This design comes from an exercise in tuning for small area, a short achievable clock period and few clock cycles per item on the open sky130 flow, not from production work.
Only simulation tests tie the RTL to the original design; equivalence was not proved.
Power is estimated from default activity; no workload was simulated.

garnet:
Design frame_decoder, start of the top module:
module frame_decoder #(
    parameter MAX_LEN = 64
) (
    input  wire       clk,
    input  wire       rst,
    input  wire       rx_valid,
    output wire       rx_ready,
    input  wire [7:0] rx_data,
    output reg        out_valid,
    input  wire       out_ready,
    output reg  [7:0] out_data,
    output reg  [1:0] out_status,
    output reg        out_last
);
    localparam MAX_SPAN = MAX_LEN + 3;   
    localparam P        = MAX_LEN - 1;   
    localparam R        = P + 2;         
    localparam QD       = 8;             
    localparam ST_OK      = 2'd0;
    localparam ST_BAD     = 2'd1;
    localparam ST_BAD_CRC = 2'd2;
    function [15:0] crc_step(input [15:0] c, input [7:0] b);
        reg [7:0] x;
        begin
            x = c[15:8] ^ b;
            x = x ^ (x >> 4);
            crc_step = (c << 8) ^ ({8'd0, x} << 12) ^ ({8'd0, x} << 5) ^ {8'd0, x};
        end
    endfunction
    reg        rdy;        
    reg        h0;         
    reg [7:0]  d0;
    reg        z0;         
    reg        w_ok;       
    reg        q_ok;       
    reg        hunt;
  ...
For scale: about 1300 cells after synthesis, ~25 I/O pins, about 18000 um^2 of cells after synthesis.
make LEC_CHECK=0 ABC_AREA=1 CAP_MARGIN=20 CORE_MARGIN=2 CORE_UTILIZATION=60 CTS_CLUSTER_DIAMETER=70 CTS_CLUSTER_SIZE=26 PLACE_DENSITY=0.75 SETUP_SLACK_MARGIN=3.7 SLEW_MARGIN=20 finish   # period 6.0 ns
run.sh (not shown) runs the stock make flow with config.mk's settings and CLKGATE_MAP_FILE= SYNTH_SCRIPT=/design/flow/synth_recipe.tcl, a recipe that flattens the netlist after the stock synthesis.
Testbench counts of garnet, summed over its fixed seeds: cycles 46,880, frames 1,200.
Relative to garnet, the following input files were edited for yarrow:
- swapping 0.75 for 0.6 in PLACE_DENSITY
- swapping 26 for 36 in CTS_CLUSTER_SIZE
- swapping 70 for 60 in CTS_CLUSTER_DIAMETER
- swapping 60 for 40 in CORE_UTILIZATION
- clearing ABC_AREA, which used to be 1
- putting ABC_CLOCK_PERIOD_IN_PS at 2300 where nothing was set
### Flow results
met1 as the busiest metal layer after global routing was reported by yarrow, and met2 by garnet.
From garnet to yarrow the numbers moved as follows: area enclosed by the die boundary grew by 15000 um^2; number of distinct library cells after synthesis saw an increase; proportion of power drawn by the clock network grew by 1.9 points; share of power burned in combinational logic now sits higher.
Across both runs, number of placement rows was higher for yarrow than for garnet.
#### Input delta (ember over yarrow)
- changing PLACE_DENSITY from 0.6 to 0.75
- changing CTS_CLUSTER_SIZE from 36 to 26
- changing CORE_UTILIZATION from 40 to 60
- changing CTS_CLUSTER_DIAMETER from 60 to 70
==> run notes <==
- Changes observed in ember relative to yarrow: area of all placed cells without fillers down about 3%; number of buffers inserted for hold repair after clock tree synthesis neither gained nor lost much; post-placement cell area shows a reduction of 1.3%; number of clock buffers in the layout rose by 20%.
The following lists how violet was set up differently from ember:
- CORE_UTILIZATION: 60 -> 40
- PLACE_DENSITY: 0.75 -> 0.6
Results
- Summary — TritonCTS buffer count, violet relative to ember: higher, by 1.
- The register area was comparable across violet and ember.
- Power for violet: 0.16 mW up relative to ember
Here is what was changed in the inputs of pepper compared with violet.
- CTS_CLUSTER_DIAMETER: 70 -> unset
- CTS_CLUSTER_SIZE: 26 -> unset
Notes after the runs:
- pepper ends up with higher signed area change from the synthesized netlist to the final layout than violet does.
- From violet to pepper the numbers moved as follows: cell count shows an increase of 67; sequential cell area share shows a reduction of 4.0 points.
- Routed wire length: pepper higher than violet
- Going from violet to pepper, core utilization went up, fmax did not really move, total power went up, met1 layer wirelength in the final routing went up, post-route cell area went up.
- On worst setup slack, violet beats pepper.


## run D
Another version of the RTL of frame_decoder (not shown whole).
For scale: about 710 flip-flops, about 25 I/O pins, about 17,000 sq um of cells after synthesis.
## frame_decoder
module frame_decoder #(
    parameter MAX_LEN = 64
) (
    input  wire       clk,
    input  wire       rst,
    input  wire       rx_valid,
    output wire       rx_ready,
    input  wire [7:0] rx_data,
    output reg        out_valid,
    input  wire       out_ready,
    output reg  [7:0] out_data,
    output reg  [1:0] out_status,
    output reg        out_last
);
clock: 6.0 ns
lec_check: 0
abc_clock_period_in_ps: 2300
cap_margin: 20
core_margin: 2
core_utilization: 60
cts_cluster_diameter: 70
cts_cluster_size: 26
place_density: 0.75
setup_slack_margin: 3.7
slew_margin: 20
Testbench counts of run D, summed over its fixed seeds: cycles 46,885, frames 1,200.
[inputs] run A vs run D
--- a/flow/config.mk
+++ b/flow/config.mk
@@ -8 +8 @@
-export ABC_CLOCK_PERIOD_IN_PS = 2300
+export ABC_AREA = 1
Findings:
Of run A and run D, run D shows the lower deepest level of the CTS H-tree, with run A above it.
Taking run D as the reference point, the total internal power of run A rises by about 1.2%.
| portion of the layout cell area used by non-clock buffers | run A vs run D | ≈ equal |
The layout filler cell count of run A is lower than that of run D.
Compared run A vs run D, and utilization of the core after routing is up in run A.
What run A reported for combinational power has to be multiplied by 1.2 to get the figure for run D.
Measured against run D, the multi-input gate count of run A comes out at 1.05 times the reference value.
For worst hold slack, run A and run D come out practically identical.
When run A is set beside run D, its proportion of power drawn by the clock network turns out to be 1.6 points larger.
Going from run D to run A, the post-place setup slack was found to have gone down by 87 ps.
Between run A and run D, layout cell share with drive strength beyond 1 is lower for run D, run A comes in above that.


Another version of the RTL of frame_decoder (not shown whole).
For scale: about 1200 cells after synthesis, roughly 710 flip-flops, about 25 I/O pins.
clock: 6.0 ns
lec_check: 0
cap_margin: 20
core_margin: 2
core_utilization: 40
place_density: 0.6
slew_margin: 20
The first run finished with timing, DRC and antenna clean.
Testbench counts at the start, summed over its fixed seeds: cycles 46,880, frames 1,200.
Change:
--- a/flow/config.mk
+++ b/flow/config.mk
@@ -7,2 +7,3 @@
 export LEC_CHECK = 0
+export ABC_CLOCK_PERIOD_IN_PS = 2300
 export CAP_MARGIN = 20
@@ -11,2 +12,3 @@
 export PLACE_DENSITY = 0.6
+export SETUP_SLACK_MARGIN = 3.7
 export SLEW_MARGIN = 20
What happened: The new run completed without violations. Non-clock buffer count rose by 35. Clock power shrinks by 5.6%. Fmax came out higher by 35%. Synthesized area stays the same. Register-to-register slack gets better by 0.75 ns. Sequential power hardly moves. Hold slack stays flat.


Another version of the RTL of frame_decoder (not shown whole).
Size: roughly 25 I/O pins.
## frame_decoder
module frame_decoder #(
    parameter MAX_LEN = 64
) (
    input  wire       clk,
    input  wire       rst,
    input  wire       rx_valid,
    output wire       rx_ready,
    input  wire [7:0] rx_data,
    output reg        out_valid,
    input  wire       out_ready,
    output reg  [7:0] out_data,
    output reg  [1:0] out_status,
    output reg        out_last
);
==> flow/config.mk <==
export PLATFORM = sky130hd
export DESIGN_NAME = frame_decoder
export DESIGN_NICKNAME = frame_decoder
export VERILOG_FILES = /design/flow/design.v
export SDC_FILE = /design/flow/constraint.sdc
export NUM_CORES = 4
export LEC_CHECK = 0
export ABC_CLOCK_PERIOD_IN_PS = 2300
export CAP_MARGIN = 20
export CORE_MARGIN = 2
export CORE_UTILIZATION = 60
export CTS_CLUSTER_DIAMETER = 70
export CTS_CLUSTER_SIZE = 26
export PLACE_DENSITY = 0.75
export SETUP_SLACK_MARGIN = 3.7
export SLEW_MARGIN = 20
==> flow/constraint.sdc <==
create_clock -name core_clock -period 6.0 [get_ports {clk}]
set_input_delay 1.2000 -clock core_clock [delete_from_list [all_inputs] [get_ports {clk}]]
set_output_delay 1.2000 -clock core_clock [all_outputs]
set_load 0.01 [all_outputs]
The first run ran to the end with no violations.
Testbench counts at the start, summed over its fixed seeds: cycles 46,880, frames 1,200.
Rerun with:
Settings changed: ABC_AREA from default to 1, ABC_CLOCK_PERIOD_IN_PS 2300 to default.
Result:
- The changed run passed the timing, DRC and antenna checks
- first-iteration DRC count drops by 18%
- area after synthesis decreases by 0.91%
- routed wire length went down by 3.4%
- utilization falls by 0.43 points
- power is higher by 0.99%
- via count rose by 0.73%


## before
The RTL this note starts from:
==> flow/design.v <==
module frame_decoder #(
    parameter MAX_LEN = 64
) (
    input  wire       clk,
    input  wire       rst,
    input  wire       rx_valid,
    output wire       rx_ready,
    input  wire [7:0] rx_data,
    output reg        out_valid,
    input  wire       out_ready,
    output reg  [7:0] out_data,
    output reg  [1:0] out_status,
    output reg        out_last
);
    localparam MAX_SPAN = MAX_LEN + 3;   
    localparam P        = MAX_LEN - 1;   
    localparam R        = P + 2;         
    localparam QD       = 8;             
    localparam ST_OK      = 2'd0;
    localparam ST_BAD     = 2'd1;
    localparam ST_BAD_CRC = 2'd2;
    function [15:0] crc_step(input [15:0] c, input [7:0] b);
        reg [7:0] x;
        begin
            x = c[15:8] ^ b;
            x = x ^ (x >> 4);
            crc_step = (c << 8) ^ ({8'd0, x} << 12) ^ ({8'd0, x} << 5) ^ {8'd0, x};
        end
    endfunction
    reg        rdy;        
    reg        h0;         
    reg [7:0]  d0;
    reg        z0;         
    reg        w_ok;       
    reg        q_ok;       
    reg        hunt;
    reg [6:0]  slen;       
    reg        s0;         
    reg        sf;         
    reg [6:0]  cnt;        
    reg        c0;         
    reg [5:0]  nt;         
    reg [7:0]  u_new;      
    reg [7:0]  u_old;      
    reg [15:0] crc;        
    reg        in_dp;      
    reg [8:0]  ring [0:R-1];   
    reg [6:0]  wl;         
    reg        wl_last;    
    reg [6:0]  rl;         
    reg        rl0;        
    reg        l0;         
    reg        lfull;      
    reg        ldir;       
    reg [QD-1:0] q;        
    reg [3:0]    qn;       
    reg          q_ne;     
    reg        hv;         
    reg [7:0]  hd;
    assign rx_ready = rdy;
    wire       go      = h0 & w_ok & q_ok;
    wire       enter   = go & hunt & z0;
    wire       acc     = go & ~hunt;
    wire       take    = acc & ~z0 & ~sf;
    wire       emit    = take & ~(c0 & s0);
    wire [7:0] e       = c0 ? 8'h00 : d0;
    wire       dwr     = emit & nt[1];
    wire       close   = acc & z0 & ~s0;
    wire       over    = acc & ~z0 & sf;
    wire       bad     = ~c0 | ~nt[5];
    wire       crc_ok  = (crc == {u_new, u_old});
    wire [1:0] verdict = (over | bad) ? ST_BAD : crc_ok ? ST_OK : ST_BAD_CRC;
    wire       mark    = close | over;
    wire       wr      = w_ok & (dwr | mark | ~in_dp);
    wire [8:0] wdata   = dwr  ? {1'b1, u_old} :
                         mark ? {1'b0, 5'd0, 1'b1, verdict} : 9'd0;
    wire [8:0] s       = ring[P];
    wire       s_byte  = s[8];
    wire       s_mark  = ~s[8] & s[2];
    wire       s_fill  = ~s[8] & ~s[2];
    wire       room    = ~out_valid | out_ready;
    wire       r_at    = rl0 & ~l0;
    wire       c_byte  = s_byte & (~hv | (q_ne & (~q[0] | room)));
    wire       c_mark  = s_mark & q_ne & room;
    wire       rd      = r_at & (s_fill | c_byte | c_mark);
    wire       emit_h  = r_at & s_byte & hv & q_ne & q[0] & room;
    wire       emit_m  = r_at & c_mark;
    integer k;
    always @(posedge clk) begin
        ring[0] <= wr ? wdata : ring[R-1];
        for (k = 1; k < R; k = k + 1) ring[k] <= ring[k-1];
    end
    wire       up      = wr & ~rd;
    wire       dn      = ~wr & rd;
    wire [6:0] wl_i    = wl_last ? 7'd0 : wl + 1'b1;
    wire       lz_n    = up ? (rl == 7'd0) : dn ? (wl == R - 2) : (l0 | lfull);
    wire       ldir_n  = up | (ldir & ~dn);
    wire       full_n  = lz_n & ldir_n;
    wire       l0_n    = lz_n & ~ldir_n;
    wire       w_ok_n  = (wr | wl_last) & ~full_n;
    wire       okb     = (verdict == ST_OK);
    wire [3:0] qn_p    = qn + 1'b1;
    wire [3:0] qn_m    = qn - 1'b1;
    wire [3:0] qn_n    = (mark & ~emit_m) ? qn_p : (~mark & emit_m) ? qn_m : qn;
    wire       q_ne_n  = mark | (qn > 4'd1) | ((qn == 4'd1) & ~emit_m);
    wire       q_ok_n  = (qn < QD - 1);      
    wire       h0_n    = rdy ? rx_valid : h0;
    integer j;
    always @(posedge clk) begin
        if (rst) begin
            rdy   <= 1'b1;
            h0    <= 1'b0;
            w_ok  <= 1'b1;
            q_ok  <= 1'b1;
            hunt  <= 1'b1;
            slen  <= 7'd0;
            s0    <= 1'b1;
            sf    <= 1'b0;
            cnt   <= 7'd0;
            c0    <= 1'b1;
            nt    <= 6'd0;
            crc   <= 16'hFFFF;
            in_dp <= 1'b0;
            wl    <= 7'd0;
            wl_last <= 1'b0;
            rl    <= R - P - 1;
            rl0   <= 1'b0;
            l0    <= 1'b1;
            lfull <= 1'b0;
            ldir  <= 1'b0;
            qn    <= 4'd0;
            q_ne  <= 1'b0;
            hv    <= 1'b0;
            out_valid <= 1'b0;
        end else begin
            rdy <= ~h0_n | (w_ok_n & q_ok_n);
            h0  <= h0_n;
            if (rdy) begin
                d0 <= rx_data;
                z0 <= (rx_data == 8'h00);
            end
            if (enter) begin
                hunt <= 1'b0;
                slen <= 7'd0;
                s0   <= 1'b1;
                sf   <= 1'b0;
                cnt  <= 7'd0;
                c0   <= 1'b1;
                nt   <= 6'd0;
                crc  <= 16'hFFFF;
            end
            if (mark) hunt <= 1'b1;
            if (take) begin
                slen <= slen + 1'b1;
                s0   <= 1'b0;
                sf   <= (slen == MAX_SPAN - 1);
                if (c0) begin
                    cnt <= d0[7] ? 7'h7F : (d0[6:0] - 1'b1);
                    c0  <= (d0 == 8'h01);
                end else begin
                    cnt <= cnt - 1'b1;
                    c0  <= (cnt == 7'd1);
                end
            end
            if (emit) begin
                if (nt[1]) crc <= crc_step(crc, u_old);
                u_old <= u_new;
                u_new <= e;
                nt    <= {nt[4:0], 1'b1};
            end
            if (dwr)  in_dp <= 1'b1;
            if (mark) in_dp <= 1'b0;
            wl      <= wr ? 7'd0 : wl_i;
            wl_last <= ~wr & (wl == R - 2);
            l0      <= l0_n;
            lfull   <= full_n;
            ldir    <= ldir_n;
            w_ok    <= w_ok_n;
            for (j = 0; j < QD; j = j + 1) begin
                if (mark && (emit_m ? (qn == j + 1) : (qn == j)))
                    q[j] <= okb;
                else if (emit_m)
                    q[j] <= (j == QD - 1) ? 1'b0 : q[j+1];
            end
            qn   <= qn_n;
            q_ne <= q_ne_n;
            q_ok <= q_ok_n;
            rl  <= rd ? 7'd0 : (rl == R - 1) ? 7'd0 : rl + 1'b1;
            rl0 <= rd | (rl == R - 1);
            if (rd & s_byte) begin
                hv <= 1'b1;
                hd <= s[7:0];
            end
            if (emit_m) hv <= 1'b0;
            if (room) begin
                out_valid  <= emit_h | emit_m;
                out_data   <= hd;
                out_status <= emit_m ? s[1:0] : ST_OK;
                out_last   <= emit_m;
            end
        end
    end
endmodule
Settings: LEC_CHECK=0, ABC_CLOCK_PERIOD_IN_PS=2300, CAP_MARGIN=20, CORE_MARGIN=2, CORE_UTILIZATION=60, CTS_CLUSTER_DIAMETER=70, CTS_CLUSTER_SIZE=26, PLACE_DENSITY=0.75, SETUP_SLACK_MARGIN=3.7, SLEW_MARGIN=20; clock period 6.0 ns.
Both conditions hold for before: the flow ran to the end and the final layout passed the timing, DRC and antenna checks.
Testbench counts of before, summed over its fixed seeds: cycles 46,880, frames 1,200.
diff inputs: before => after
- CORE_UTILIZATION changed from 60 to 40
- PLACE_DENSITY changed from 0.75 to 0.6
[summary]
Higher height of the die among after and before: after. Looking at total track usage, after sits 4.8 points lower than before does. | half-perimeter wire length after placement | higher: after |. Sort after and before by number of cells in the design after placement asc -> top: before. after vs before, critical path capture point: out_data[6] vs qn[3]$_SDFFE_PP0P_.


JK:
Another version of the RTL of frame_decoder (not shown whole).
Size in the first run: roughly 1100 cells after synthesis, about 710 flip-flops, about 25 I/O pins, roughly 17000 um^2 of cells after synthesis.
## frame_decoder
module frame_decoder #(
    parameter MAX_LEN = 64
) (
    input  wire       clk,
    input  wire       rst,
    input  wire       rx_valid,
    output wire       rx_ready,
    input  wire [7:0] rx_data,
    output reg        out_valid,
    input  wire       out_ready,
    output reg  [7:0] out_data,
    output reg  [1:0] out_status,
    output reg        out_last
);
export LEC_CHECK = 0
export ABC_CLOCK_PERIOD_IN_PS = 2300
export CAP_MARGIN = 20
export CORE_MARGIN = 2
export CORE_UTILIZATION = 60
export CTS_CLUSTER_DIAMETER = 70
export CTS_CLUSTER_SIZE = 26
export PLACE_DENSITY = 0.75
export SETUP_SLACK_MARGIN = 3.7
export SLEW_MARGIN = 20
create_clock -name core_clock -period 6.0 [get_ports {clk}]
JK: PASS, flow complete, no timing, DRC or antenna violations
Testbench counts of JK, summed over its fixed seeds: cycles 46,882, frames 1,200.
Inputs modified between JK and MS:
Settings: ABC_CLOCK_PERIOD_IN_PS removed (was 2300); ABC_AREA newly set to 1.
--- outcome ---
Looking at instance count of the mapped netlist, MS sits 229 above JK.
Of MS and JK, it is MS that has the higher number of combinational gates with multiple inputs.
Looking only at number of cell instances on the worst register-to-register path, and setting everything else aside, the higher value of MS and JK goes to MS.
Relative to JK, the combinational power measured on MS has increased by more than a quarter.
MS vs JK, critical path depth went down by 6.
MS vs JK: count of plain and timing-repair buffers down by more than 10%
Per the comparison of MS with JK, minimum clock period after layout moved up, final setup slack of the worst path decreased by 9.9 ps relative to the old numbers.
Via count (MS / JK): 1.13
Measured against each other, MS and JK differ in layout filler cell count, the lower figure coming from JK.
The minimum hold slack reported for MS is smaller than that of JK by 5.2 ps.

## port drivers added, routing unchanged
The results above use ideal ports. As a check the final layouts listed here were re-extracted and re-timed, cells and wires unchanged. Step 1 (the two cells are an assumption about what drives the block):
set clk [get_ports {clk}]
set_driving_cell -lib_cell sky130_fd_sc_hd__clkbuf_16 $clk
set_driving_cell -lib_cell sky130_fd_sc_hd__buf_2 [delete_from_list [all_inputs] $clk]
Step 2 moves the port delays by t, midway between the first and last clock arrival at a register: inputs arrive t later, outputs are due t later. That takes back most of the time a late clock gives input paths. Slacks: ideal / step 1 / step 2; pairs: ideal / step 1.
run | t (ns) | setup slack, ns | worst slew at a driven data input, ns | pins driven straight from the clock port
garnet | 0.579 | 3.705 / 3.657 / 3.308 | 0.03 | 1
yarrow | 0.655 | 3.632 / 3.583 / 3.233 | 0.04 | 1
ember | 0.575 | 3.713 / 3.667 / 3.252 | 0.03 | 1
violet | 0.597 | 3.710 / 3.660 / 3.359 | 0.04 | 1
pepper | 0.615 | 3.706 / 3.654 / 3.374 | 0.04 | 1
run D | 0.631 | 3.657 / 3.609 / 3.235 | 0.04 | 1
run A | 0.577 | 3.717 / 3.669 / 3.392 | 0.04 | 1
the first run of note 3 | 0.623 | 2.203 / 2.230 / 1.607 | 0.03 | 1
the second run of note 3 | 0.621 | 3.181 / 3.202 / 2.581 | 0.04 | 1
the first run of note 4 | 0.574 | 3.655 / 3.607 / 3.209 | 0.03 | 1
the second run of note 4 | 0.576 | 3.680 / 3.634 / 3.187 | 0.03 | 1
before | 0.581 | 3.644 / 3.613 / 3.071 | 0.04 | 1
after | 0.595 | 3.588 / 3.538 / 3.043 | 0.04 | 1
JK | 0.585 | 3.708 / 3.665 / 3.118 | 0.05 | 1
MS | 0.579 | 3.698 / 3.652 / 3.255 | 0.03 | 1
After both steps every run listed still meets setup and hold. The setup slack of the second run of note 3, which loses most, moves by +0.021 ns with the drivers and by -0.600 ns with both steps.
